This is an optimization exercise on Yosys and OpenROAD, whose aim is small area, not a production implementation. Function was checked by simulation only, so behaviour that the tests miss may differ from the original. No activity file was given, so power comes from the tool's default toggle rates.

==> flow/design.v <==
module mms_sine_rom (
    input  wire [6:0]  i,
    output reg  [14:0] mag
);
    wire [6:0] j = i[6] ? (7'd64 - {1'b0, i[5:0]}) : {1'b0, i[5:0]};
    always @(*) begin
        case (j)
            7'd0: mag = 15'd0;
            7'd1: mag = 15'd804;
            7'd2: mag = 15'd1608;
            7'd3: mag = 15'd2410;
            7'd4: mag = 15'd3212;
            7'd5: mag = 15'd4011;
            7'd6: mag = 15'd4808;
            7'd7: mag = 15'd5602;
            7'd8: mag = 15'd6393;
            7'd9: mag = 15'd7179;
            7'd10: mag = 15'd7962;
            7'd11: mag = 15'd8739;
            7'd12: mag = 15'd9512;
            7'd13: mag = 15'd10278;
            7'd14: mag = 15'd11039;
            7'd15: mag = 15'd11793;
            7'd16: mag = 15'd12539;
            7'd17: mag = 15'd13279;
            7'd18: mag = 15'd14010;
            7'd19: mag = 15'd14732;
            7'd20: mag = 15'd15446;
            7'd21: mag = 15'd16151;
            7'd22: mag = 15'd16846;
            7'd23: mag = 15'd17530;
            7'd24: mag = 15'd18204;
            7'd25: mag = 15'd18868;
            7'd26: mag = 15'd19519;
            7'd27: mag = 15'd20159;
            7'd28: mag = 15'd20787;
            7'd29: mag = 15'd21403;
            7'd30: mag = 15'd22005;
            7'd31: mag = 15'd22594;
            7'd32: mag = 15'd23170;
            7'd33: mag = 15'd23731;
            7'd34: mag = 15'd24279;
            7'd35: mag = 15'd24811;
            7'd36: mag = 15'd25329;
            7'd37: mag = 15'd25832;
            7'd38: mag = 15'd26319;
            7'd39: mag = 15'd26790;
            7'd40: mag = 15'd27245;
            7'd41: mag = 15'd27683;
            7'd42: mag = 15'd28105;
            7'd43: mag = 15'd28510;
            7'd44: mag = 15'd28898;
            7'd45: mag = 15'd29268;
            7'd46: mag = 15'd29621;
            7'd47: mag = 15'd29956;
            7'd48: mag = 15'd30273;
            7'd49: mag = 15'd30571;
            7'd50: mag = 15'd30852;
            7'd51: mag = 15'd31113;
            7'd52: mag = 15'd31356;
            7'd53: mag = 15'd31580;
            7'd54: mag = 15'd31785;
            7'd55: mag = 15'd31971;
            7'd56: mag = 15'd32137;
            7'd57: mag = 15'd32285;
            7'd58: mag = 15'd32412;
            7'd59: mag = 15'd32521;
            7'd60: mag = 15'd32609;
            7'd61: mag = 15'd32678;
            7'd62: mag = 15'd32728;
            7'd63: mag = 15'd32757;
            7'd64: mag = 15'd32767;
            default: mag = 15'd0;
        endcase
    end
endmodule
module mms_div (
    input  wire [22:0] a,
    input  wire [22:0] b,
    input  wire        sub,
    input  wire        cin,
    output wire [22:0] sum
);
    assign sum = a + (sub ? ~b : b) + {22'd0, sub | cin};
endmodule
module mms_asc (
    input  wire        clk,
    input  wire        rst,
    input  wire        tick,
    input  wire        cmd_valid,
    input  wire [31:0] cmd_word,
    output wire        ready,
    output wire [31:0] rd_data,
    output wire [15:0] pwm_duty
);
    localparam [2:0] E_IDLE = 3'd0, E_ATTACK = 3'd1, E_DECAY = 3'd2,
                     E_SUSTAIN = 3'd3, E_RELEASE = 3'd4;
    localparam [5:0]
        S_INIT = 6'd0,  S_IDLE = 6'd1,  S_WR   = 6'd2,  S_ERR  = 6'd3,
        S_RDT  = 6'd4,  S_RD   = 6'd5,  S_NON  = 6'd6,  S_NOFF = 6'd7,
        S_FRST = 6'd8,  S_FQ0  = 6'd9,  S_FQALL= 6'd10, S_FQ1  = 6'd11,
        S_FQD1 = 6'd12, S_FQS1 = 6'd13, S_FQD2 = 6'd14, S_FQS2 = 6'd15,
        S_FQR  = 6'd16, S_GE0  = 6'd17, S_GE1  = 6'd18, S_GED  = 6'd19,
        S_GE2  = 6'd20, S_GEM  = 6'd21, S_GE3  = 6'd22, S_GEW  = 6'd23,
        S_TE0  = 6'd24, S_TE1  = 6'd25, S_T1   = 6'd26, S_TE2  = 6'd27,
        S_EV   = 6'd28, S_K1   = 6'd29, S_K2   = 6'd30, S_KL   = 6'd31,
        S_EM   = 6'd32, S_ED   = 6'd33, S_EQ1  = 6'd34, S_EQ2  = 6'd35,
        S_EL   = 6'd36, S_EZ   = 6'd37, S_SC   = 6'd38, S_SD   = 6'd39,
        S_LP0  = 6'd40, S_LP1  = 6'd41, S_LP2  = 6'd42, S_LPS  = 6'd43,
        S_LP3  = 6'd44, S_LP4  = 6'd45, S_LP5  = 6'd46, S_LPL  = 6'd47,
        S_GM   = 6'd48, S_SAT  = 6'd49, S_CL0  = 6'd50, S_CL1  = 6'd51,
        S_CL2  = 6'd52, S_CL3  = 6'd53, S_CL4  = 6'd54, S_PM   = 6'd55,
        S_PC   = 6'd56, S_PK1  = 6'd57, S_PK2  = 6'd58, S_PW   = 6'd59;
    localparam [4:0]
        B_ZERO = 5'd0,  B_E    = 5'd1,  B_T    = 5'd2,  B_RAW  = 5'd3,
        B_1000 = 5'd4,  B_L    = 5'd5,  B_H    = 5'd6,  B_S    = 5'd7,
        B_REL  = 5'd8,  B_125  = 5'd9,  B_GAIN = 5'd10, B_GE9  = 5'd11,
        B_SAT  = 5'd12, B_LPP  = 5'd13, B_THR  = 5'd14, B_PMAX = 5'd15,
        B_PCEN = 5'd16, B_20K  = 5'd17, B_NCMP = 5'd18, B_FREQ = 5'd19;
    localparam [1:0] A_H = 2'd0, A_ZERO = 2'd1, A_SHL = 2'd2;
    localparam [1:0] H_HOLD = 2'd0, H_SUM = 2'd1, H_SHR = 2'd2, H_DIV = 2'd3;
    localparam [1:0] L_HOLD = 2'd0, L_LDH = 2'd1, L_SHR = 2'd2;
    reg [31:0] phase_acc;
    reg [31:0] phase_inc;
    reg [23:0] freq_hz;
    reg [2:0]  wave_sel;
    reg [15:0] noise_lfsr;
    reg [9:0]  env_amp;
    reg [31:0] env_elapsed;
    reg [9:0]  env_rel_start;
    reg [15:0] attack_ms;
    reg [15:0] decay_ms;
    reg [9:0]  sustain_lvl;
    reg [15:0] release_ms;
    reg [15:0] a_ms;          
    reg [15:0] d_ms;          
    reg [15:0] r_ms;          
    reg [9:0]  env_s_lvl;
    reg [7:0]  gain;
    reg [15:0] sc_ctrl;
    reg [3:0]  lp_shift;
    reg [15:0] lp_prev;
    reg [15:0] pwm_max;
    reg [15:0] pwm_center;
    reg [15:0] pwm_duty_r;
    reg [15:0] sample_out;
    reg [31:0] err_word;
    reg [8:0]  ge;            
    reg [2:0]  env_state;
    reg        err;
    reg [2:0]  err_code;
    reg [5:0]  st;
    reg [5:0]  cnt;
    reg [4:0]  sel;           
    reg [31:0] cb;            
    reg        trans, all1, pc, ic, dneg, sticky, xneg, gt;
    reg [21:0] H;
    reg [15:0] L;
    assign ready    = (st == S_IDLE);
    assign rd_data  = cb;
    assign pwm_duty = pwm_duty_r;
    wire [7:0]  op  = cmd_word[31:24];
    wire [23:0] arg = cmd_word[23:0];
    reg        op_known;
    reg        resv_bad;
    reg        range_bad;
    always @(*) begin
        op_known  = 1'b1;
        resv_bad  = 1'b0;
        range_bad = 1'b0;
        case (op)
            8'h00: resv_bad = (arg != 24'd0);
            8'h01: range_bad = (arg == 24'd0);
            8'h02: begin resv_bad = (arg[23:3] != 0); range_bad = (arg[2:0] > 3'd4); end
            8'h03, 8'h04, 8'h06, 8'h08, 8'h0A, 8'h0B: resv_bad = (arg[23:16] != 0);
            8'h05: begin resv_bad = (arg[23:10] != 0); range_bad = (arg[9:0] > 10'd1000); end
            8'h07: resv_bad = (arg[23:8] != 0);
            8'h09: resv_bad = (arg[23:4] != 0);
            8'h10: resv_bad = (arg[23:1] != 0);
            8'h11, 8'h12: resv_bad = (arg != 24'd0);
            8'h20: begin resv_bad = (arg[23:5] != 0); range_bad = (arg[4:0] > 5'h1A); end
            default: op_known = 1'b0;
        endcase
    end
    wire [2:0] cmd_err_code = (op == 8'h80) ? 3'd2 :
                              !op_known     ? 3'd1 :
                              resv_bad      ? 3'd3 :
                              range_bad     ? 3'd4 : 3'd0;
    wire [7:0]  idx = phase_acc[31:24];
    wire [14:0] sine_mag;
    mms_sine_rom u_rom (.i(idx[6:0]), .mag(sine_mag));
    wire [6:0] tri_v = idx[7] ? ~idx[6:0] : idx[6:0];
    wire [1:0] tri_c = (tri_v == 7'd127) ? 2'd3 :
                       (tri_v >= 7'd85)  ? 2'd2 :
                       (tri_v >= 7'd43)  ? 2'd1 : 2'd0;
    reg [15:0] rv;        
    reg        rsub;      
    reg        rneg;      
    always @(*) begin
        case (wave_sel)
            3'd0:    rv = {1'b0, sine_mag};
            3'd1:    rv = idx[7] ? 16'h8000 : 16'h7FFF;
            3'd2:    rv = {idx, idx} ^ 16'h8000;
            3'd3:    rv = {tri_v, tri_v, tri_c} ^ 16'h8000;
            default: rv = noise_lfsr;
        endcase
        rsub = (wave_sel != 3'd0) & rv[15];
        rneg = (wave_sel == 3'd0) ? idx[7] : rv[15];
    end
    reg [15:0] ms_sel;
    always @(*) begin
        if (st == S_RDT)
            ms_sel = (sel == 5'h0E) ? a_ms : (sel == 5'h0F) ? d_ms : r_ms;
        else
            ms_sel = (env_state == E_ATTACK) ? a_ms : (env_state == E_DECAY) ? d_ms : r_ms;
    end
    wire [20:0] T = {1'b0, ms_sel, 4'd0} + {3'd0, ms_sel, 2'd0};
    wire [15:0] ncomp = (freq_hz > 24'd4000) ? 16'd64000 : {freq_hz[11:0], 4'd0};
    reg  [1:0]  a_sel;
    reg  [4:0]  b_sel;
    reg         bgate, sub, cin;
    reg  [1:0]  h_op, l_op;
    reg  [21:0] bv;
    always @(*) begin
        case (b_sel)
            B_E:    bv = {1'b0, env_elapsed[20:0]};
            B_T:    bv = {1'b0, T};
            B_RAW:  bv = {{6{rv[15]}}, rv};
            B_1000: bv = 22'd1000;
            B_L:    bv = {6'd0, L};
            B_H:    bv = H;
            B_S:    bv = {12'd0, env_s_lvl};
            B_REL:  bv = {12'd0, env_rel_start};
            B_125:  bv = 22'd125;
            B_GAIN: bv = {14'd0, gain};
            B_GE9:  bv = {4'd0, ge, 9'd0};
            B_SAT:  bv = H[21] ? 22'h3F8000 : 22'h007FFF;
            B_LPP:  bv = {{6{lp_prev[15]}}, lp_prev};
            B_THR:  bv = {7'd0, sc_ctrl[14:0]};
            B_PMAX: bv = {6'd0, pwm_max};
            B_PCEN: bv = {6'd0, pwm_center};
            B_20K:  bv = 22'd20000;
            B_NCMP: bv = {6'd0, ncomp};
            B_FREQ: bv = {7'd0, freq_hz[14:0]};
            default: bv = 22'd0;
        endcase
    end
    wire [21:0] bg  = (bgate & ~L[0]) ? 22'd0 : bv;
    wire [22:0] av  = (a_sel == A_ZERO) ? 23'd0 :
                      (a_sel == A_SHL)  ? {1'b0, H[20:0], L[15]} : {H[21], H};
    wire [22:0] sum;
    mms_div u_add (.a(av), .b({bg[21], bg}), .sub(sub), .cin(cin), .sum(sum));
    wire        fit   = ~sum[22];
    wire        sum_z = (sum == 23'd0);
    wire        H_z   = (H == 22'd0);
    function initbit(input [31:0] rv0, input [5:0] w, input [5:0] c);
        initbit = (c >= 6'd32 - w) ? rv0[c - (6'd32 - w)] : 1'b0;
    endfunction
    reg en_pa, en_pi, en_fq, en_ws, en_lf, en_amp, en_el, en_rs, en_at, en_dc,
        en_su, en_re, en_am, en_dm, en_rm, en_sl, en_gn, en_sc, en_ls, en_lp,
        en_pm, en_pce, en_pd, en_so, en_ew, en_ge;
    reg si_pa, si_pi, si_fq, si_ws, si_lf, si_amp, si_el, si_rs, si_at, si_dc,
        si_su, si_re, si_am, si_dm, si_rm, si_sl, si_gn, si_sc, si_ls, si_lp,
        si_pm, si_pce, si_pd, si_so, si_ew, si_ge;
    reg lf_step;
    reg cb_in;
    reg        rd_bit;
    reg [5:0]  rd_w;
    reg        rd_ext;
    wire [10:0] status_w = {err_code, 3'd0, err, 1'b0, env_state};
    always @(*) begin
        rd_w   = 6'd32;
        rd_ext = 1'b0;
        rd_bit = 1'b0;
        case (sel)
            5'h00: rd_bit = (cnt < 6'd11) ? status_w[cnt[3:0]] : 1'b0;
            5'h01: rd_bit = phase_acc[0];
            5'h02: rd_bit = phase_inc[0];
            5'h03: begin rd_bit = freq_hz[0];     rd_w = 6'd24; end
            5'h04: begin rd_bit = wave_sel[0];    rd_w = 6'd3;  end
            5'h05: begin rd_bit = noise_lfsr[0];  rd_w = 6'd16; end
            5'h06: rd_bit = (cnt < 6'd3) ? env_state[cnt[1:0]] : 1'b0;
            5'h07: begin rd_bit = env_amp[0];     rd_w = 6'd10; end
            5'h08: rd_bit = env_elapsed[0];
            5'h09: begin rd_bit = env_rel_start[0]; rd_w = 6'd10; end
            5'h0A: begin rd_bit = attack_ms[0];   rd_w = 6'd16; end
            5'h0B: begin rd_bit = decay_ms[0];    rd_w = 6'd16; end
            5'h0C: begin rd_bit = sustain_lvl[0]; rd_w = 6'd10; end
            5'h0D: begin rd_bit = release_ms[0];  rd_w = 6'd16; end
            5'h0E, 5'h0F, 5'h11: rd_bit = H[0];
            5'h10: begin rd_bit = env_s_lvl[0];   rd_w = 6'd10; end
            5'h12: begin rd_bit = gain[0];        rd_w = 6'd8;  end
            5'h13: begin rd_bit = sc_ctrl[0];     rd_w = 6'd16; end
            5'h14: begin rd_bit = lp_shift[0];    rd_w = 6'd4;  end
            5'h15: begin rd_bit = lp_prev[0];     rd_w = 6'd16; rd_ext = lp_prev[15]; end
            5'h16: begin rd_bit = pwm_max[0];     rd_w = 6'd16; end
            5'h17: begin rd_bit = pwm_center[0];  rd_w = 6'd16; end
            5'h18: begin rd_bit = pwm_duty_r[0];  rd_w = 6'd16; end
            5'h19: begin rd_bit = sample_out[0];  rd_w = 6'd16; rd_ext = sample_out[15]; end
            default: rd_bit = err_word[0];
        endcase
    end
    wire rd_on = (st == S_RD) && (cnt < rd_w);
    reg [5:0] st_n;
    reg       cnt_clr;
    wire      is_adr = (env_state == E_ATTACK) | (env_state == E_DECAY) |
                       (env_state == E_RELEASE);
    wire      h_ovf = ~((H[21:15] == 7'h00) | (H[21:15] == 7'h7F));
    wire      sym   = sc_ctrl[15];
    always @(*) begin
        st_n    = st;
        cnt_clr = 1'b0;
        a_sel   = A_H;
        b_sel   = B_ZERO;
        bgate   = 1'b0;
        sub     = 1'b0;
        cin     = 1'b0;
        h_op    = H_HOLD;
        l_op    = L_HOLD;
        cb_in   = 1'b0;
        lf_step = 1'b0;
        {en_pa, en_pi, en_fq, en_ws, en_lf, en_amp, en_el, en_rs, en_at, en_dc,
         en_su, en_re, en_am, en_dm, en_rm, en_sl, en_gn, en_sc, en_ls, en_lp,
         en_pm, en_pce, en_pd, en_so, en_ew, en_ge} = 26'd0;
        si_pa = phase_acc[0];   si_pi = phase_inc[0];   si_fq = freq_hz[0];
        si_ws = wave_sel[0];    si_lf = noise_lfsr[0];  si_amp = env_amp[0];
        si_el = env_elapsed[0]; si_rs = env_rel_start[0];
        si_at = attack_ms[0];   si_dc = decay_ms[0];    si_su = sustain_lvl[0];
        si_re = release_ms[0];  si_am = a_ms[0];        si_dm = d_ms[0];
        si_rm = r_ms[0];        si_sl = env_s_lvl[0];   si_gn = gain[0];
        si_sc = sc_ctrl[0];     si_ls = lp_shift[0];    si_lp = lp_prev[0];
        si_pm = pwm_max[0];     si_pce = pwm_center[0]; si_pd = pwm_duty_r[0];
        si_so = sample_out[0];  si_ew = err_word[0];    si_ge = ge[0];
        case (st)
            S_INIT: begin
                {en_pa, en_pi, en_fq, en_ws, en_lf, en_amp, en_el, en_rs, en_at, en_dc,
                 en_su, en_re, en_am, en_dm, en_rm, en_sl, en_gn, en_sc, en_ls, en_lp,
                 en_pm, en_pce, en_pd, en_so, en_ew, en_ge} = {26{1'b1}};
                si_pa  = 1'b0;  si_pi = 1'b0;  si_fq = 1'b0;  si_ws = 1'b0;
                si_lf  = initbit(32'hACE1, 6'd16, cnt);
                si_amp = 1'b0;  si_el = 1'b0;  si_rs = 1'b0;
                si_at  = initbit(32'd10,  6'd16, cnt);
                si_dc  = initbit(32'd50,  6'd16, cnt);
                si_su  = initbit(32'd700, 6'd10, cnt);
                si_re  = initbit(32'd200, 6'd16, cnt);
                si_am  = 1'b0;  si_dm = 1'b0;  si_rm = 1'b0;  si_sl = 1'b0;
                si_gn  = initbit(32'd128,    6'd8,  cnt);
                si_sc  = initbit(32'h6000,   6'd16, cnt);
                si_ls  = initbit(32'd1,      6'd4,  cnt);
                si_lp  = 1'b0;
                si_pm  = initbit(32'd1023,   6'd16, cnt);
                si_pce = initbit(32'd512,    6'd16, cnt);
                si_pd  = initbit(32'd512,    6'd16, cnt);
                si_so  = 1'b0;  si_ew = 1'b0;
                si_ge  = initbit(32'd128,    6'd9,  cnt);
                if (cnt == 6'd31) st_n = S_IDLE;
            end
            S_IDLE: begin
                cnt_clr = 1'b1;
                if (tick) begin
                    st_n = S_TE0;
                end else if (cmd_valid) begin
                    if (cmd_err_code != 3'd0)
                        st_n = S_ERR;
                    else case (op)
                        8'h01, 8'h02, 8'h03, 8'h04, 8'h05, 8'h06, 8'h07, 8'h08,
                        8'h09, 8'h0A, 8'h0B: st_n = S_WR;
                        8'h10: st_n = S_NON;
                        8'h11: st_n = (env_state == E_ATTACK || env_state == E_DECAY ||
                                       env_state == E_SUSTAIN) ? S_NOFF : S_IDLE;
                        8'h12: st_n = S_FRST;
                        8'h20: st_n = (arg[4:0] == 5'h0E || arg[4:0] == 5'h0F ||
                                       arg[4:0] == 5'h11) ? S_RDT : S_RD;
                        default: st_n = S_IDLE;
                    endcase
                end
            end
            S_WR: begin
                case (sel[3:0])
                    4'h1: begin en_fq = (cnt < 6'd24); si_fq = cb[0]; end
                    4'h2: begin en_ws = (cnt < 6'd3);  si_ws = cb[0]; end
                    4'h3: begin en_at = (cnt < 6'd16); si_at = cb[0]; end
                    4'h4: begin en_dc = (cnt < 6'd16); si_dc = cb[0]; end
                    4'h5: begin en_su = (cnt < 6'd10); si_su = cb[0]; end
                    4'h6: begin en_re = (cnt < 6'd16); si_re = cb[0]; end
                    4'h7: begin en_gn = (cnt < 6'd8);  si_gn = cb[0]; end
                    4'h8: begin en_sc = (cnt < 6'd16); si_sc = cb[0]; end
                    4'h9: begin en_ls = (cnt < 6'd4);  si_ls = cb[0]; end
                    4'hA: begin en_pm = (cnt < 6'd16); si_pm = cb[0]; end
                    default: begin en_pce = (cnt < 6'd16); si_pce = cb[0]; end
                endcase
                if (cnt == 6'd23) begin
                    cnt_clr = 1'b1;
                    st_n = (sel[3:0] == 4'h1) ? S_FQ0 :
                           (sel[3:0] == 4'h7) ? S_GE0 : S_IDLE;
                end
            end
            S_ERR: begin
                en_ew = sel[0];
                si_ew = cb[0];
                if (cnt == 6'd31) st_n = S_IDLE;
            end
            S_RDT: begin
                a_sel = A_ZERO; b_sel = B_T; h_op = H_SUM;
                cnt_clr = 1'b1;
                st_n = S_RD;
            end
            S_RD: begin
                cb_in = rd_on ? rd_bit : rd_ext;
                if (sel == 5'h0E || sel == 5'h0F || sel == 5'h11) begin
                    a_sel = A_H; b_sel = B_ZERO; h_op = H_SHR;
                end
                case (sel)
                    5'h01: en_pa  = rd_on;
                    5'h02: en_pi  = rd_on;
                    5'h03: en_fq  = rd_on;
                    5'h04: en_ws  = rd_on;
                    5'h05: en_lf  = rd_on;
                    5'h07: en_amp = rd_on;
                    5'h08: en_el  = rd_on;
                    5'h09: en_rs  = rd_on;
                    5'h0A: en_at  = rd_on;
                    5'h0B: en_dc  = rd_on;
                    5'h0C: en_su  = rd_on;
                    5'h0D: en_re  = rd_on;
                    5'h10: en_sl  = rd_on;
                    5'h12: en_gn  = rd_on;
                    5'h13: en_sc  = rd_on;
                    5'h14: en_ls  = rd_on;
                    5'h15: en_lp  = rd_on;
                    5'h16: en_pm  = rd_on;
                    5'h17: en_pce = rd_on;
                    5'h18: en_pd  = rd_on;
                    5'h19: en_so  = rd_on;
                    5'h1A: en_ew  = rd_on;
                    default: ;
                endcase
                if (cnt == 6'd31) st_n = S_IDLE;
            end
            S_NON: begin
                en_am = (cnt < 6'd16); si_am = attack_ms[0];   en_at = en_am;
                en_dm = (cnt < 6'd16); si_dm = decay_ms[0];    en_dc = en_dm;
                en_rm = (cnt < 6'd16); si_rm = release_ms[0];  en_re = en_rm;
                en_sl = (cnt < 6'd10); si_sl = sustain_lvl[0]; en_su = en_sl;
                en_el = 1'b1; si_el = 1'b0;
                en_amp = (cnt < 6'd10); si_amp = 1'b0;
                en_lp = (cnt < 6'd16) & sel[0]; si_lp = 1'b0;
                if (cnt == 6'd31) st_n = S_IDLE;
            end
            S_NOFF: begin
                en_rs = (cnt < 6'd10); si_rs = env_amp[0]; en_amp = en_rs;
                en_el = 1'b1; si_el = 1'b0;
                if (cnt == 6'd31) st_n = S_IDLE;
            end
            S_FRST: begin
                en_lp = 1'b1; si_lp = 1'b0;
                if (cnt == 6'd15) st_n = S_IDLE;
            end
            S_FQ0: begin
                a_sel = A_ZERO; h_op = H_SUM;           
                cnt_clr = 1'b1;
                st_n = (freq_hz >= 24'd20000) ? S_FQALL : S_FQ1;
            end
            S_FQALL: begin
                en_pi = 1'b1; si_pi = 1'b1;
                if (cnt == 6'd31) begin cnt_clr = 1'b1; st_n = S_GE0; end
            end
            S_FQ1: begin
                l_op = L_LDH;                           
                a_sel = A_ZERO; b_sel = B_FREQ; h_op = H_SUM;
                cnt_clr = 1'b1;
                st_n = S_FQD1;
            end
            S_FQD1, S_FQD2: begin
                a_sel = A_SHL; b_sel = B_20K; sub = 1'b1; h_op = H_DIV;
                if (cnt == 6'd15) begin
                    cnt_clr = 1'b1;
                    st_n = (st == S_FQD1) ? S_FQS1 : S_FQS2;
                end
            end
            S_FQS1, S_FQS2: begin
                en_pi = 1'b1; si_pi = L[0]; l_op = L_SHR;
                if (cnt == 6'd15) begin
                    cnt_clr = 1'b1;
                    st_n = (st == S_FQS1) ? S_FQD2 : S_FQR;
                end
            end
            S_FQR: begin
                en_pi = 1'b1;
                if (cnt == 6'd15) begin cnt_clr = 1'b1; st_n = S_GE0; end
            end
            S_GE0: begin
                a_sel = A_ZERO; b_sel = B_NCMP; h_op = H_SUM;
                st_n = S_GE1;
            end
            S_GE1: begin
                l_op = L_LDH; a_sel = A_ZERO; h_op = H_SUM;
                cnt_clr = 1'b1;
                st_n = S_GED;
            end
            S_GED: begin
                a_sel = A_SHL; b_sel = B_125; sub = 1'b1; h_op = H_DIV;
                if (cnt == 6'd12) st_n = S_GE2;
            end
            S_GE2: begin
                a_sel = A_ZERO; h_op = H_SUM;
                cnt_clr = 1'b1;
                st_n = S_GEM;
            end
            S_GEM: begin
                b_sel = B_GAIN; bgate = 1'b1; h_op = H_SHR;
                if (cnt == 6'd6) st_n = S_GE3;
            end
            S_GE3: begin
                b_sel = B_GAIN; h_op = H_SUM;
                cnt_clr = 1'b1;
                st_n = S_GEW;
            end
            S_GEW: begin
                en_ge = 1'b1; si_ge = H[0]; h_op = H_SHR;
                if (cnt == 6'd8) st_n = S_IDLE;
            end
            S_TE0: begin
                a_sel = A_ZERO; b_sel = B_E; h_op = H_SUM;
                st_n = S_TE1;
            end
            S_TE1: begin
                b_sel = B_T; sub = 1'b1;                
                cnt_clr = 1'b1;
                st_n = S_T1;
            end
            S_T1: begin
                en_pa = 1'b1; si_pa = phase_acc[0] ^ phase_inc[0] ^ pc;
                en_pi = 1'b1;
                en_lf = (cnt == 6'd0); lf_step = 1'b1;
                en_el = trans | ~all1;
                si_el = trans ? 1'b0 : (env_elapsed[0] ^ ic);
                if (cnt == 6'd31) st_n = S_TE2;
            end
            S_TE2: begin
                cnt_clr = 1'b1;
                st_n = (trans || !is_adr) ? S_EV : S_K1;
            end
            S_EV: begin
                a_sel = A_ZERO; h_op = H_SUM;
                b_sel = (env_state == E_SUSTAIN) ? B_S :
                        (env_state == E_DECAY)   ? B_1000 : B_ZERO;
                st_n = S_EL;
            end
            S_K1: begin
                a_sel = A_ZERO; h_op = H_SUM;
                case (env_state)
                    E_ATTACK: b_sel = B_1000;
                    E_DECAY:  begin b_sel = B_S; sub = 1'b1; end
                    default:  b_sel = B_REL;
                endcase
                st_n = (env_state == E_DECAY) ? S_K2 : S_KL;
            end
            S_K2: begin
                b_sel = B_1000; h_op = H_SUM;
                st_n = S_KL;
            end
            S_KL: begin
                l_op = L_LDH; a_sel = A_ZERO; h_op = H_SUM;
                cnt_clr = 1'b1;
                st_n = S_EM;
            end
            S_EM: begin
                b_sel = B_E; bgate = 1'b1; h_op = H_SHR;
                if (cnt == 6'd9) begin cnt_clr = 1'b1; st_n = S_ED; end
            end
            S_ED: begin
                a_sel = A_SHL; b_sel = B_T; sub = 1'b1; h_op = H_DIV;
                if (cnt == 6'd9) st_n = (env_state == E_ATTACK) ? S_EZ : S_EQ1;
            end
            S_EQ1: begin
                a_sel = A_ZERO; b_sel = B_L; sub = 1'b1; h_op = H_SUM;
                st_n = S_EQ2;
            end
            S_EQ2: begin
                b_sel = (env_state == E_DECAY) ? B_1000 : B_REL; h_op = H_SUM;
                st_n = S_EL;
            end
            S_EL: begin
                l_op = L_LDH; a_sel = A_ZERO; h_op = H_SUM;
                cnt_clr = 1'b1;
                st_n = S_SC;
            end
            S_EZ: begin
                a_sel = A_ZERO; h_op = H_SUM;
                cnt_clr = 1'b1;
                st_n = S_SC;
            end
            S_SC: begin
                b_sel = B_RAW; bgate = 1'b1; sub = rsub; h_op = H_SHR;
                en_amp = (cnt < 6'd10); si_amp = L[0];
                if (cnt == 6'd15) begin cnt_clr = 1'b1; st_n = S_SD; end
            end
            S_SD: begin
                a_sel = A_SHL; b_sel = B_1000; sub = 1'b1; h_op = H_DIV;
                if (cnt == 6'd15) st_n = S_LP0;
            end
            S_LP0: begin
                a_sel = A_ZERO; b_sel = B_L; sub = rneg; h_op = H_SUM;
                st_n = S_LP1;
            end
            S_LP1: begin
                b_sel = B_LPP; sub = 1'b1; h_op = H_SUM;
                st_n = S_LP2;
            end
            S_LP2: begin
                cnt_clr = 1'b1;
                if (H_z) begin
                    a_sel = A_ZERO; b_sel = B_LPP; h_op = H_SUM;
                    st_n = S_LPL;
                end else begin
                    if (H[21]) begin
                        a_sel = A_ZERO; b_sel = B_H; sub = 1'b1; h_op = H_SUM;
                    end
                    st_n = S_LPS;
                end
            end
            S_LPS: begin
                if (cnt[3:0] == lp_shift) begin
                    st_n = S_LP3;
                end else begin
                    h_op = H_SHR;
                end
            end
            S_LP3: begin
                cin = sticky; h_op = H_SUM;
                st_n = S_LP4;
            end
            S_LP4: begin
                if (dneg) begin
                    a_sel = A_ZERO; b_sel = B_H; sub = 1'b1; h_op = H_SUM;
                end
                st_n = S_LP5;
            end
            S_LP5: begin
                b_sel = B_LPP; h_op = H_SUM;
                st_n = S_LPL;
            end
            S_LPL: begin
                l_op = L_LDH; a_sel = A_ZERO; h_op = H_SUM;
                cnt_clr = 1'b1;
                st_n = S_GM;
            end
            S_GM: begin
                b_sel = B_GE9; bgate = 1'b1; sub = (cnt == 6'd15); h_op = H_SHR;
                en_lp = 1'b1; si_lp = L[0];
                if (cnt == 6'd15) st_n = S_SAT;
            end
            S_SAT: begin
                if (h_ovf) begin
                    a_sel = A_ZERO; b_sel = B_SAT; h_op = H_SUM;
                end
                st_n = S_CL0;
            end
            S_CL0: begin
                if (sym & H[21]) begin
                    a_sel = A_ZERO; b_sel = B_H; sub = 1'b1; h_op = H_SUM;
                end
                st_n = S_CL1;
            end
            S_CL1: begin
                b_sel = B_THR; sub = 1'b1;              
                st_n = S_CL2;
            end
            S_CL2: begin
                if (gt) begin
                    b_sel = B_THR; h_op = H_SHR;
                end
                st_n = S_CL3;
            end
            S_CL3: begin
                if (sym & xneg) begin
                    a_sel = A_ZERO; b_sel = B_H; sub = 1'b1; h_op = H_SUM;
                end
                st_n = S_CL4;
            end
            S_CL4: begin
                l_op = L_LDH; a_sel = A_ZERO; h_op = H_SUM;
                cnt_clr = 1'b1;
                st_n = S_PM;
            end
            S_PM: begin
                b_sel = B_PMAX; bgate = 1'b1; sub = (cnt == 6'd15); h_op = H_SHR;
                en_so = 1'b1; si_so = L[0];
                if (cnt == 6'd15) st_n = S_PC;
            end
            S_PC: begin
                b_sel = B_PCEN; h_op = H_SUM;
                st_n = S_PK1;
            end
            S_PK1: begin
                if (H[21]) begin
                    a_sel = A_ZERO; h_op = H_SUM;
                end else begin
                    b_sel = B_PMAX; sub = 1'b1;         
                end
                st_n = S_PK2;
            end
            S_PK2: begin
                if (gt) begin
                    a_sel = A_ZERO; b_sel = B_PMAX; h_op = H_SUM;
                end
                cnt_clr = 1'b1;
                st_n = S_PW;
            end
            S_PW: begin
                en_pd = 1'b1; si_pd = H[0]; h_op = H_SHR;
                if (cnt == 6'd15) st_n = S_IDLE;
            end
            default: st_n = S_IDLE;
        endcase
        if (st_n != st) cnt_clr = 1'b1;
    end
    always @(posedge clk) begin
        if (rst) begin
            st        <= S_INIT;
            cnt       <= 6'd0;
            env_state <= E_IDLE;
            err       <= 1'b0;
            err_code  <= 3'd0;
        end else begin
            st  <= st_n;
            cnt <= cnt_clr ? 6'd0 : cnt + 6'd1;
            if (st == S_IDLE && !tick && cmd_valid) begin
                sel <= (op == 8'h20 || op == 8'h10) ? arg[4:0] : {1'b0, op[3:0]};
                if (cmd_err_code != 3'd0) begin
                    sel <= {4'd0, ~err};
                    if (!err) begin
                        err      <= 1'b1;
                        err_code <= cmd_err_code;
                    end
                end
            end
            if (st == S_NON)  env_state <= E_ATTACK;
            if (st == S_NOFF) env_state <= E_RELEASE;
            if (st == S_TE2 && trans)
                env_state <= (env_state == E_ATTACK) ? E_DECAY :
                             (env_state == E_DECAY)  ? E_SUSTAIN : E_IDLE;
        end
    end
    always @(posedge clk) begin
        if (st == S_TE1) begin
            trans <= is_adr & ((|env_elapsed[31:21]) | fit | (&sum));
            all1  <= &env_elapsed;
            pc    <= 1'b0;
            ic    <= 1'b1;
        end
        if (st == S_T1) begin
            pc <= (phase_acc[0] & phase_inc[0]) | (pc & (phase_acc[0] ^ phase_inc[0]));
            ic <= ic & env_elapsed[0];
        end
        if (st == S_LP2) begin
            dneg   <= H[21];
            sticky <= 1'b0;
        end
        if (st == S_LPS && h_op == H_SHR) sticky <= sticky | H[0];
        if (st == S_CL0) xneg <= H[21];
        if (st == S_CL1) gt <= fit & ~sum_z;
        if (st == S_PK1) gt <= ~H[21] & fit & ~sum_z;
    end
    always @(posedge clk) begin
        if (st == S_IDLE && !tick && cmd_valid)
            cb <= cmd_word;
        else
            cb <= {cb_in, cb[31:1]};
    end
    always @(posedge clk) begin
        case (h_op)
            H_SUM: H <= sum[21:0];
            H_SHR: H <= sum[22:1];
            H_DIV: H <= fit ? sum[21:0] : av[21:0];
            default: ;
        endcase
        if (h_op == H_SHR)       L <= {sum[0], L[15:1]};
        else if (h_op == H_DIV)  L <= {L[14:0], fit};
        else if (l_op == L_LDH)  L <= H[15:0];
        else if (l_op == L_SHR)  L <= {1'b0, L[15:1]};
    end
    always @(posedge clk) begin
        if (en_pa)  phase_acc     <= {si_pa,  phase_acc[31:1]};
        if (en_pi)  phase_inc     <= {si_pi,  phase_inc[31:1]};
        if (en_fq)  freq_hz       <= {si_fq,  freq_hz[23:1]};
        if (en_ws)  wave_sel      <= {si_ws,  wave_sel[2:1]};
        if (en_lf)  noise_lfsr    <= {si_lf,  noise_lfsr[15:1]} ^
                                     ((lf_step & noise_lfsr[0]) ? 16'h3400 : 16'h0000);
        if (en_amp) env_amp       <= {si_amp, env_amp[9:1]};
        if (en_el)  env_elapsed   <= {si_el,  env_elapsed[31:1]};
        if (en_rs)  env_rel_start <= {si_rs,  env_rel_start[9:1]};
        if (en_at)  attack_ms     <= {si_at,  attack_ms[15:1]};
        if (en_dc)  decay_ms      <= {si_dc,  decay_ms[15:1]};
        if (en_su)  sustain_lvl   <= {si_su,  sustain_lvl[9:1]};
        if (en_re)  release_ms    <= {si_re,  release_ms[15:1]};
        if (en_am)  a_ms          <= {si_am,  a_ms[15:1]};
        if (en_dm)  d_ms          <= {si_dm,  d_ms[15:1]};
        if (en_rm)  r_ms          <= {si_rm,  r_ms[15:1]};
        if (en_sl)  env_s_lvl     <= {si_sl,  env_s_lvl[9:1]};
        if (en_gn)  gain          <= {si_gn,  gain[7:1]};
        if (en_sc)  sc_ctrl       <= {si_sc,  sc_ctrl[15:1]};
        if (en_ls)  lp_shift      <= {si_ls,  lp_shift[3:1]};
        if (en_lp)  lp_prev       <= {si_lp,  lp_prev[15:1]};
        if (en_pm)  pwm_max       <= {si_pm,  pwm_max[15:1]};
        if (en_pce) pwm_center    <= {si_pce, pwm_center[15:1]};
        if (en_pd)  pwm_duty_r    <= {si_pd,  pwm_duty_r[15:1]};
        if (en_so)  sample_out    <= {si_so,  sample_out[15:1]};
        if (en_ew)  err_word      <= {si_ew,  err_word[31:1]};
        if (en_ge)  ge            <= {si_ge,  ge[8:1]};
    end
endmodule
==> flow/run.sh <==
#!/bin/bash
# synth_recipe.tcl (not shown) runs the flow's synth.tcl, then flattens the netlist and writes it again
# the make line also repeats each setting of config.mk as NAME=value (left out here)
make -C /OpenROAD-flow-scripts/flow DESIGN_CONFIG=/design/flow/config.mk WORK_HOME=/design/flow/orfs CLKGATE_MAP_FILE= SYNTH_SCRIPT=/design/flow/synth_recipe.tcl finish
==> flow/config.mk <==
export PLATFORM = sky130hd
export DESIGN_NAME = mms_asc
export DESIGN_NICKNAME = mms_asc
export VERILOG_FILES = /design/flow/design.v
export SDC_FILE = /design/flow/constraint.sdc
export NUM_CORES = 4
export LEC_CHECK = 0
export CAP_MARGIN = 20
export CORE_MARGIN = 2
export CORE_UTILIZATION = 30
export PLACE_DENSITY = 0.5
export SLEW_MARGIN = 20
==> flow/constraint.sdc <==
create_clock -name core_clock -period 25.0 [get_ports {clk}]
set_input_delay 5.0000 -clock core_clock [delete_from_list [all_inputs] [get_ports {clk}]]
set_output_delay 5.0000 -clock core_clock [all_outputs]
set_load 0.01 [all_outputs]
==> results.json, run 1 <==
{
  "outcome": "complete, no violations",
  "finalPower_mw": 3.633,
  "synthDistinctLibCells": 101,
  "area_growth_pct": 15.53,
  "maxCapViolCount": 0,
  "switching_share_pct": 35.93,
  "wl_met2_mm": 45.91,
  "crit_type": "flop to flop",
  "ys_ff_latch": 526,
  "tritoncts": "yes",
  "rows": 114,
  "synth_xor_area_share_pct": 2.636,
  "cp-start-kind": "flop",
  "finalSetupViolations": 0,
  "dp_slack_ns": 15.86,
  "initial_core_util_pct": 30.23,
  "cts_buffers": 59,
  "synthCells": 2826,
  "die_y_um": 316.2,
  "p_comb_share_pct": 28.0,
  "intPower_mw": 2.328,
  "ys_seq_area_share_pct": 52.28,
  "tns_ns": 0,
  "multi_input_area_mm2": 0.01312,
  "synth_top_family_by_area": "compound AO/OA/AOI/OAI gates",
  "clkPwrFrac_pct": 24.9,
  "synth_area_mm2": 0.02924,
  "clkTransAtPathRegs_ns": 0.07,
  "nNetsFinal": 2962,
  "drc": 0,
  "cts_setup_buffers": 0,
  "clock_sink_count": 526,
  "grt_pass1_wl_mm": 158.3,
  "synth_compound_area_share_pct": 20.52,
  "antenna_found_initial": 2,
  "cts_hold_buf": 0,
  "period_share_pct": 37.23,
  "skew_ns": 0.03194,
  "fp.dieArea_mm2": 0.09997,
  "drtIter0Drc": 3265,
  "yosys.area_share.adder_pct": 3.346,
  "finalHoldViolations": 0,
  "irDropWorstVdd_v": 0.00006285,
  "vias": 24550,
  "drive_gt1_share_pct": 8.477,
  "max_freq_ghz": 0.1074,
  "worst-endpoint-arrival_ns": 9.71,
  "p_per_area_mw_per_mm2": 107.6,
  "vias_per_cell": 5.875,
  "clkLatencyLatePin_ns": 0.68,
  "synth-warning-count": 2,
  "synth_edf_count": 475,
  "cts_resized": 0,
  "route.met3.wl_mm": 9.628,
  "core_region_area_mm2": 0.09671,
  "wl_per_cell_um": 25.56,
  "synth.avg_cell_area_um2": 10.35,
  "min_path_type": "flop to flop",
  "cp-end-kind": "flop",
  "fillers": 9701,
  "port_buffers": 84,
  "seqCellArea_mm2": 0.01529,
  "root_buffer": "clkbuf_16",
  "crit_fanout": 54,
  "synthArstFlopShare_pct": 0,
  "setup_ws_ns": 15.69,
  "grt_pass1_vias": 23650,
  "grt_max_degree": 61,
  "synth-simple-area-share_pct": 15.86,
  "ios": 85,
  "cts_max_path_buffers": 3,
  "rsz0062_at_grt": "no",
  "die_x_um": 316.2,
  "routed.top_layer": "met4",
  "drv_slew": 0,
  "synth-main-ff-cell": "edfxtp_1",
  "track_usage_pct": 20.94,
  "pwr-share-seq_pct": 47.1,
  "firstDrtPassIters": 7,
  "synth_nets": 2937,
  "power.switching_mw": 1.306,
  "worst_pin_slew_ns": 1.239,
  "ctsHtreeMaxLevel": 2,
  "period_needed_ns": 9.307,
  "synthMuxAreaShare_pct": 1.849,
  "routabilityCongestion": 0.9629,
  "routed_wl_mm": 106.8,
  "p_leak_nw": 12.23,
  "ant_nets": 0,
  "overflow": 0,
  "wl_met1_mm": 46.54,
  "post-dp-hpwl_mm": 75.82,
  "required_ns": 25.40,
  "relSlewSlack_pct": 17.21
}
power by group through the flow:
stage | logic, mW | clock network (mW) | registers, mW
floorplan | 0.694 | 0 | 1.57
global placement | 0.984 | 0 | 1.71
detailed placement | 0.989 | 0 | 1.71
CTS | 0.994 | 0.927 | 1.71
global route | 1.10 | 0.960 | 1.75
finish | 1.02 | 0.904 | 1.71
layout by cell type (no fill, tap or decap), types with 25 or more instances in the layout:
cell type        synthesis  routed
edfxtp_1               475     475
nand2_1                320     318
nor2_1                 208     206
a21oi_1                203     201
o21ai_0                157     156
nand3_1                 84      84
clkdlybuf4s50_1          0      84
buf_4                    2      73
ha_1                    71      71
nor3_1                  62      61
clkbuf_16                0      60
inv_1                   58      57
a22o_1                  51      51
nor2b_1                 50      50
a22oi_1                 50      50
dfxtp_1                 51      48
mux2i_1                 45      45
xor2_1                  44      43
a31oi_1                 42      41
xnor2_1                 44      40
a221oi_1                38      38
nand2b_1                37      37
nand4_1                 36      36
o211ai_1                34      34
nor4_1                  35      33
and3_1                  28      28
a222oi_1                25      25
Yosys cell counts (45+ instances only):
cell type	count	share of area, %
o21ai_0	157	2.7
ha_1	71	3.0
edfxtp_1	475	49
inv_1	58	0.74
nand2_1	320	4.1
a21oi_1	203	3.5
mux2i_1	45	1.5
a22oi_1	50	1.3
nand3_1	84	1.4
clkbuf_1	143	1.8
nor2_1	208	2.7
dfxtp_1	51	3.5
a22o_1	51	1.5
nor2b_1	50	1.1
nor3_1	62	1.1
cell type report:
class | count | area share (%)
clock buffers | 68 | 4.564
well taps | 1276 | 4.727
inverters | 63 | 0.7001
repair buffers | 162 | 4.434
multi-input cells | 2039 | 38.85
diodes | 1 | 0.007409
flip-flops and latches | 526 | 45.26
clock inverters | 44 | 1.452
registers in the layout, indices dropped and copies added (netlist names), 22 cells and up:
register and cells:
phase_inc 32, env_elapsed 32, cb 32, err_word 32, freq_hz 24, H 22
phase_acc 32
cells by family after synthesis:
| family | Yosys count |
|---|---|
| adder cells (fa/ha/maj) | 76 |
| AO/OA/AOI/OAI | 867 |
| multiplexers | 49 |
| buffers and inverters | 261 |
| AND/OR/NAND/NOR | 959 |
| XOR/XNOR | 88 |
| flip-flops | 526 |
per-layer routing:
metal,global-route usage (%),vias up
met5,0,-
met1,29.54,12030
met3,4.362,221
li1,-,10970
met2,31.34,1330
met4,8.319,0
stage by stage:
| stage | instance area [µm²] | hold WS, ns | util (%) | instances |
|---|---|---|---|---|
| 2_1_floorplan | 29240 | 0.4003 | - | 2826 |
| 3_3_place_gp | 31620 | 0.4039 | 32.70 | 4061 |
| 3_5_place_dp | 31640 | 0.4045 | 32.71 | 4062 |
| 4_1_cts | 33670 | 0.4130 | 34.81 | 4174 |
| 5_1_grt | 33770 | 0.4180 | 34.92 | 4178 |
| 6_report | 33780 | 0.4078 | 34.93 | 4179 |
worst paths after layout:
kind                      start       endpoint  slack (ns)  cells after the start
hold reg to reg   attack_ms[15]  attack_ms[14]        0.41                      0
hold / removal    attack_ms[15]  attack_ms[14]        0.41                      0
setup / recovery          st[5]          H[10]       15.69                     27
setup reg to reg          st[5]          H[10]       15.69                     27
worst max-delay path: stages (launching register included):
cell and delay (ns):
dfxtp_1 0.30, buf_4 0.31, nand2b_1 0.46, nor3_1 0.63, nand2_2 0.61, a21oi_1 0.64, ha_1 0.34, a21o_1 0.16
a21o_1 0.21, a2111oi_0 0.60, or3_1 0.26, nand3_1 0.13, nand2_1 0.14, xnor2_1 0.13, nand2_1 0.08, a41oi_1 0.29
xor2_1 0.23, ha_1 0.33, a21o_1 0.21, a21o_1 0.23, or3_1 0.37, a311oi_1 0.41, nor3b_1 0.18, o41ai_4 0.69
xnor2_2 0.30, buf_4 0.33, nor3_1 0.08, a311o_1 0.34
==> inputs of run 2 (changes only) <==
--- a/flow/config.mk
+++ b/flow/config.mk
@@ -6,7 +6,9 @@
 export NUM_CORES = 4
 export LEC_CHECK = 0
+export ABC_AREA = 1
 export CAP_MARGIN = 20
 export CORE_MARGIN = 2
-export CORE_UTILIZATION = 30
-export PLACE_DENSITY = 0.5
+export CORE_UTILIZATION = 65
+export HOLD_SLACK_MARGIN = 0
+export PLACE_DENSITY = 0.75
 export SLEW_MARGIN = 20
==> results.json, run 2 <==
{
  "outcome": "complete, no violations",
  "die_x_um": 214.9,
  "overflow": 0,
  "synth_edf_count": 475,
  "max_freq_ghz": 0.1279,
  "cp_common_cell": "nand2_1",
  "layout_common_cells": "754 x nand2_1, 475 x edfxtp_1, 382 x inv_1",
  "worst_pin_slew_ns": 1.141,
  "synthArstFlopShare_pct": 0,
  "cp-start-kind": "flop",
  "seqCellArea_mm2": 0.01528,
  "multi_input_area_mm2": 0.01179,
  "cts_max_path_buffers": 3,
  "crit_fanout": 18,
  "vias": 27190,
  "firstDrtPassIters": 11,
  "port_buffers": 84,
  "finalSetupViolations": 0,
  "synthDistinctLibCells": 59,
  "period_needed_ns": 7.821,
  "synth-main-ff-cell": "edfxtp_1",
  "fp.dieArea_mm2": 0.04619,
  "wl_per_cell_um": 24.94,
  "relSlewSlack_pct": 23.61,
  "antenna_found_initial": 3,
  "ant_nets": 0,
  "synth_nets": 3385,
  "drive_gt1_share_pct": 5.212,
  "layout_commonest_cell": "nand2_1",
  "vias_per_cell": 6.817,
  "crit_type": "flop to flop",
  "synth_area_mm2": 0.02892,
  "ctsHtreeMaxLevel": 2,
  "synth.avg_cell_area_um2": 8.832,
  "slowest_stage": "nand2_1",
  "cts_setup_buffers": 0,
  "root_buffer": "clkbuf_16",
  "yosysTopAreaCellShare_pct": 49.33,
  "period_share_pct": 31.28,
  "irDropWorstVdd_v": 0.00008955,
  "finalHoldViolations": 0,
  "grt_pass1_vias": 26030,
  "track_usage_pct": 42.43,
  "core_region_area_mm2": 0.04403,
  "fillers": 3129,
  "yosysMostFrequentCell": "nand2_1",
  "synthTopCellsByCount": "755 x nand2_1, 475 x edfxtp_1, 382 x inv_1, 300 x nor2_1, 248 x nand3_1",
  "synthCells": 3274,
  "rows": 77,
  "ys_seq_area_share_pct": 52.86,
  "clock_sink_count": 526,
  "clkTransAtPathRegs_ns": 0.07,
  "area_growth_pct": 11.22,
  "maxCapViolCount": 0,
  "tritoncts": "yes",
  "path_buf_inv": 3,
  "skew_ns": 0.04365,
  "rsz0062_at_grt": "no",
  "cts_resized": 0,
  "synth-warning-count": 2,
  "drtIter0Drc": 5397,
  "initial_core_util_pct": 65.67,
  "nNetsFinal": 3465,
  "drc": 0,
  "ys_ff_latch": 526,
  "post-dp-hpwl_mm": 71.98,
  "routabilityCongestion": 1.075,
  "synthTopCellsByArea": "edfxtp_1 49%, nand2_1 9.8%, inv_1 5.0%, nand3_1 4.3%, nor2_1 3.9%",
  "required_ns": 25.37,
  "min_path_type": "flop to flop",
  "cts_buffers": 53,
  "ios": 85,
  "drv_slew": 0,
  "routed_wl_mm": 99.49,
  "yosys.area.top_type": "edfxtp_1",
  "postLayoutCellArea_mm2": 0.03216,
  "cp-end-kind": "flop",
  "p_per_area_mw_per_mm2": 157.6,
  "p_leak_nw": 13.39,
  "grt_max_degree": 64,
  "placed_cell_area_mm2": 0.03041,
  "cp_slowest_stage_delay_ns": 0.88,
  "cp_top_family": "simple AND/OR/NAND/NOR gates",
  "grt_pass1_wl_mm": 150.8,
  "clkLatencyLatePin_ns": 0.66,
  "cts_hold_buf": 0,
  "die_y_um": 214.9,
  "tns_ns": 0,
  "worst-endpoint-arrival_ns": 8.19
}
-- run 2: path summary, 6_finish.rpt --
check              startpoint     endpoint  slack [ns]  cells after the start
hold / removal    decay_ms[4]  decay_ms[3]        0.41                      0
setup reg to reg       sel[3]        H[11]       17.18                     39
setup / recovery       sel[3]        H[11]       17.18                     39
hold reg to reg   decay_ms[4]  decay_ms[3]        0.41                      0
-- run 2: layout make-up --
class | count | share of cell area [%]
antenna | 1 | 0.007781
clock inverter | 33 | 1.101
inverter | 401 | 4.688
tap | 592 | 2.303
multi-input combinational | 2252 | 36.65
clock buffer | 64 | 4.252
timing repair buffer | 120 | 3.467
sequential | 526 | 47.53
-- run 2: cell families after synthesis --
kind of cell	count (synthesis)	synth area share (%)
compound gates	611	13.00
simple gates	1526	23.04
xor+xnor	40	1.212
flops	526	52.86
fa+ha+maj	75	3.349
buf+inv	496	6.534
-- run 2: through the flow --
step	cells	setup WS [ns]	util, %	total power [mW]	hold slack [ns]
after floorplan	3274	17.90	-	3.325	0.4003
after global placement	3889	16.88	69.05	4.019	0.4010
after detailed placement	3889	16.72	69.06	4.112	0.4045
after CTS	3986	17.37	72.97	4.948	0.4106
after global routing	3988	16.61	73.04	5.283	0.4169
final	3989	17.18	73.04	5.069	0.4092
-- run 2: routing by layer --
layer | GRT usage [%] | vias up | wire [µm]
li1 | - | 11640 | -
met1 | 55.21 | 12440 | 34600
met2 | 64.93 | 2531 | 43270
met3 | 11.24 | 580 | 14750
met4 | 23.77 | 4 | 6844
met5 | 0 | - | 29
-- run 2: power breakdown --
group	switching [mW]	internal (mW)	leakage, nW
clock network	0.369	0.448	0.837
logic	1.59	0.611	7.43
registers	0.311	1.74	5.13
-- run 2: worst reg2reg max path, delay by kind of cell, from the launching register on --
kind	cells	cell delay (ns)
AOI/OAI and AO/OA	6	0.96
adders and majority gates	3	1.06
buffers and inverters	3	0.83
and+or+nand+nor	26	4.05
DFF	1	0.48
xor gates and xnor gates	1	0.17

re-timing with driven ports:
No port has a modelled driver above. Below, the same layouts with a new extraction and two added sets of constraints. Step 1: set_driving_cell puts a clkbuf_16 on clk and a buf_2 on each other input, an assumption about the parent block. Step 2 adds t to the input delays and takes it off the output delays; t is the mean of the earliest and latest rising clock arrival at the registers after step 1. Input paths then give back, and output paths get back, about the clock's delay inside the block. Three values: no drivers, after step 1, after step 2; two values: the first two.
run | t (ns) | setup WS [ns] | worst setup path after step 2 | clock arrival spread, ns | worst slew at a driven data input, ns
run 1 | 0.736 | 15.693 / 15.693 / 15.693 | register to register | 0.033 / 0.033 | 0.05
run 2 | 0.695 | 17.179 / 17.179 / 16.653 | input to register | 0.043 / 0.044 | 0.04
After both steps setup and hold are still met in every run listed. The setup slack of run 2, which loses most, moves by 0.000 ns with the drivers and by -0.526 ns with both steps.
